From an optimization exercise on the open Yosys and OpenROAD flow, aimed at small area, a short achievable clock period and few clock cycles; shortcuts taken in it are not production practice. In this exercise RTL edits were held to simulation tests only and were not proved equivalent to the original. No activity file was given, so power comes from the tool's default toggle rates.

Design flowtex_core, start of the top module:
module flowtex_core (
    input  wire         clk,
    input  wire         rst,
    input  wire         cmd_valid,
    input  wire [7:0]   cmd,
    output wire         cmd_ready,
    input  wire [255:0] frame_in,
    input  wire [23:0]  raw_flow_in,
    input  wire [23:0]  raw_range_in,
    input  wire [31:0]  alpha_in,
    input  wire [7:0]   order_in,
    input  wire [31:0]  value_in,
    output reg          rsp_valid,
    output reg  [1:0]   rsp_status,
    output wire [31:0]  rsp_value,
    output reg          df_valid,
    output reg  [23:0]  df_flow,
    output reg  [15:0]  df_temp,
    output reg  [23:0]  df_range,
    output reg  [79:0]  df_serial,
    output reg  [31:0]  df_fwver,
    output reg  [31:0]  df_fwcs,
    output reg  [31:0]  cfg_alpha,
    output wire [7:0]   cfg_order
);
    localparam integer  MAX_ORDER     = 8;
    localparam [31:0]   DEFAULT_ALPHA = 32'h3F000000;    
    localparam [31:0]   DEFAULT_OM    = 32'h3F000000;    
    localparam [3:0]    DEFAULT_ORDER = 4'd1;
    localparam [31:0]   ONE           = 32'h3F800000;
    localparam [1:0] ST_OK = 2'd0, ST_CHECKSUM = 2'd1, ST_CFG_IGNORED = 2'd2,
                     ST_ILLEGAL = 2'd3;
    localparam [7:0] OP_DECODE = 8'h01, OP_CONVERT = 8'h02, OP_CONFIGURE = 8'h03,
                     OP_RESET = 8'h04, OP_PROCESS = 8'h05, OP_GETVALUE = 8'h06;
    localparam [1:0] R_ZERO = 2'd0, R_CACHED = 2'd1, R_CONV = 2'd2;
    reg        st_cv;                       
    reg        st_pa;                       
    reg        st_pb;                       
    reg        st_pc;                       
    wire       idle = !(st_cv || st_pa || st_pb || st_pc);
    reg        init;                        
    reg [31:0] cached;
    reg [31:0] stage [0:MAX_ORDER-1];
    reg [MAX_ORDER-1:0] zs;                 
    reg [3:0]  order;
    reg [31:0] om;                          
    reg        omc;                         
    reg [31:0] m1, m2;
    reg [2:0]  idx;                         
    reg [31:0] ob;                          
    reg        c0;                          
  ...
==> flow/config.mk <==
export PLATFORM = sky130hd
export DESIGN_NAME = flowtex_core
export DESIGN_NICKNAME = flowtex_core
export VERILOG_FILES = /design/flow/design.v
export SDC_FILE = /design/flow/constraint.sdc
export NUM_CORES = 4
export LEC_CHECK = 0
export CAP_MARGIN = 20
export CORE_MARGIN = 2
export CORE_UTILIZATION = 30
export SLEW_MARGIN = 20
==> flow/constraint.sdc <==
create_clock -name core_clock -period 25.0 [get_ports {clk}]
set_input_delay 5.0000 -clock core_clock [delete_from_list [all_inputs] [get_ports {clk}]]
set_output_delay 5.0000 -clock core_clock [all_outputs]
set_load 0.01 [all_outputs]
standard.sh (not shown) runs the stock make flow with config.mk's settings and CLKGATE_MAP_FILE= SYNTH_SCRIPT=/design/flow/synth_recipe.tcl, a recipe that flattens the netlist after the stock synthesis.
==> flow/flow/run.sh <==
#!/bin/bash
# Standard ORFS layout (the standard.sh, standard synthesis unchanged)
# with these changes to how the layout is made:
#  - core utilisation 40 (the default), above the design's 30
#  - port buffers of the smallest buffer cell
set -euo pipefail
bash standard.sh \
    CORE_UTILIZATION=40 \
    SETUP_SLACK_MARGIN=14 \
    TNS_END_PERCENT=10 \
    "BUFFER_PORTS_ARGS=-buffer_cell sky130_fd_sc_hd__buf_1" \
    finish > make.log 2>&1
The starting point produced a clean layout.
Testbench counts at the start, summed over its fixed seeds: cycles 26,048.
Change:
--- a/flow/design.v
+++ b/flow/design.v
@@ -42,17 +42,17 @@
     reg [31:0] cached;
     reg [31:0] stage [0:MAX_ORDER-1];
     reg [MAX_ORDER-1:0] zs;                 
     reg [3:0]  order;
     reg [31:0] om;                          
     reg        omc;                         
     reg [31:0] m1, m2;
     reg [2:0]  idx;                         
-    reg [31:0] ob;                          
+    reg [2:0]  rp;                          
     reg        c0;                          
     reg        lastf;                       
     reg        cv_neg;
     reg [1:0]  rsel;
     assign cmd_ready = idle;
     assign cfg_order = {4'd0, order};
     wire accept = cmd_valid && idle;
     reg [7:0] csa [0:91];
@@ -73,19 +73,20 @@
     wire [22:0] mag = raw_neg ? raw_neg23 : raw_flow_in[22:0];
     wire        cv_zero = (raw_flow_in[22:0] == 23'd0) || (raw_range_in == 24'd0);
     wire [31:0] div_q;
     ftx_cdiv u_cdiv (.p(m2), .q(div_q));
     wire alpha_ok = !alpha_in[31] && (alpha_in[30:0] != 31'd0) &&
                     (alpha_in[30:0] < ONE[30:0]);
     wire order_ok = (order_in >= 8'd1) && (order_in <= MAX_ORDER);
     wire cfg_ok   = alpha_ok && order_ok;
+    wire [31:0] stage_r = zs[rp] ? 32'd0 : stage[rp];
     wire        selm2   = st_cv || (st_pb && c0);
     wire [31:0] mul_a   = st_pb ? om : st_cv ? m1 : cfg_alpha;
-    wire [31:0] mul_b   = selm2 ? m2 : ob;
+    wire [31:0] mul_b   = selm2 ? m2 : stage_r;
     wire [31:0] mul_y, add_y;
     ftx_fmul u_fmul (.a(mul_a), .b(mul_b), .imode(st_cv), .y(mul_y));
     ftx_fadd u_fadd (.a(m1), .b(m2), .y(add_y));
     assign rsp_value = (rsel == R_CACHED) ? cached :
                        (rsel == R_CONV)   ? {cv_neg, div_q[30:0]} : 32'd0;
     wire acc_cv  = accept && cmd == OP_CONVERT;
     wire acc_cf  = accept && cmd == OP_CONFIGURE;
     wire acc_pr  = accept && cmd == OP_PROCESS;
@@ -102,43 +103,35 @@
                 m1 <= mul_y;
             if (acc_pr)
                 m2 <= value_in;
             else if (st_pb || st_cv)
                 m2 <= mul_y;
         end
         if (acc_pr) begin
             idx   <= 3'd0;
+            rp    <= 3'd0;
             c0    <= 1'b1;
             lastf <= (order == 4'd1);
+        end else if (st_pb) begin
+            rp    <= idx + 3'd1;
         end else if (st_pc) begin
             idx   <= idx + 3'd1;
+            rp    <= lastf ? 3'd0 : idx;
             c0    <= 1'b0;
             lastf <= ({1'b0, idx} + 4'd2 == order);
         end
-        if (st_pb)
-            ob <= stage_n;                  
-        else if (st_pc && !lastf)
-            ob <= add_y;                    
-        else if (wr0)
-            ob <= wdata;
-        else
-            ob <= stage_0;
     end
     reg [MAX_ORDER-1:0] wmask;
     integer w;
     always @(*)
         for (w = 0; w < MAX_ORDER; w = w + 1)
             wmask[w] = (w < order);
     wire        wr_in = accept && (cmd == OP_RESET || (cmd == OP_PROCESS && !init));
     wire [31:0] wdata = st_pc ? add_y : value_in;
-    wire        wr0   = wr_in || (st_pc && idx == 3'd0);     
-    wire [2:0]  nidx  = idx + 3'd1;
-    wire [31:0] stage_0 = zs[0] ? 32'd0 : stage[0];
-    wire [31:0] stage_n = zs[nidx] ? 32'd0 : stage[nidx];
     always @(posedge clk)
         for (w = 0; w < MAX_ORDER; w = w + 1)
             if ((wr_in && wmask[w]) || (st_pc && idx == w))
                 stage[w] <= wdata;
     always @(posedge clk) begin
         if (rst) begin
             st_cv      <= 1'b0;
             st_pa      <= 1'b0;
Effect: The new run completed with no timing, DRC or antenna violations. Fmax drops by 5.3%. Global-route usage shrinks by 0.95 points. Count of clock-buffer cells in the layout is higher by 12. Cell area decreases by 3.0%. Routed wire length fell by about 1.8%. Sequential power barely changes. Sequential share of layout area hardly moves.
Testbench counts after the change, summed over its fixed seeds: cycles 26,048.

port drivers added, routing unchanged:
The flow's constraints put no driver on any port. The routed layouts listed below were extracted and timed again, unchanged, in two steps.
Step 1 assumes that a clkbuf_16 drives the clock port and a buf_2 every other input.
Step 2 also shifts input and output timing later by t, the mid clock arrival at the registers, as if the neighbouring blocks saw the same clock.
Slacks: no drivers / after step 1 / after step 2; pairs: no drivers / after step 1.
| run | shift t [ns] | setup slack, ns | worst setup path after step 2 | worst data-port slew with drivers (ns) | cell pins on the clock port's net |
|---|---|---|---|---|---|
| the first run | 0.796 | 12.129 / 12.129 / 11.628 | input to register | 0.21 | 1 |
| the second run | 0.736 | 11.402 / 11.402 / 11.043 | input to register | 0.29 | 1 |
After both steps every run listed still meets setup and hold. The setup slack of the first run, which loses most, moves by 0.000 ns with the drivers and by -0.501 ns with both steps.
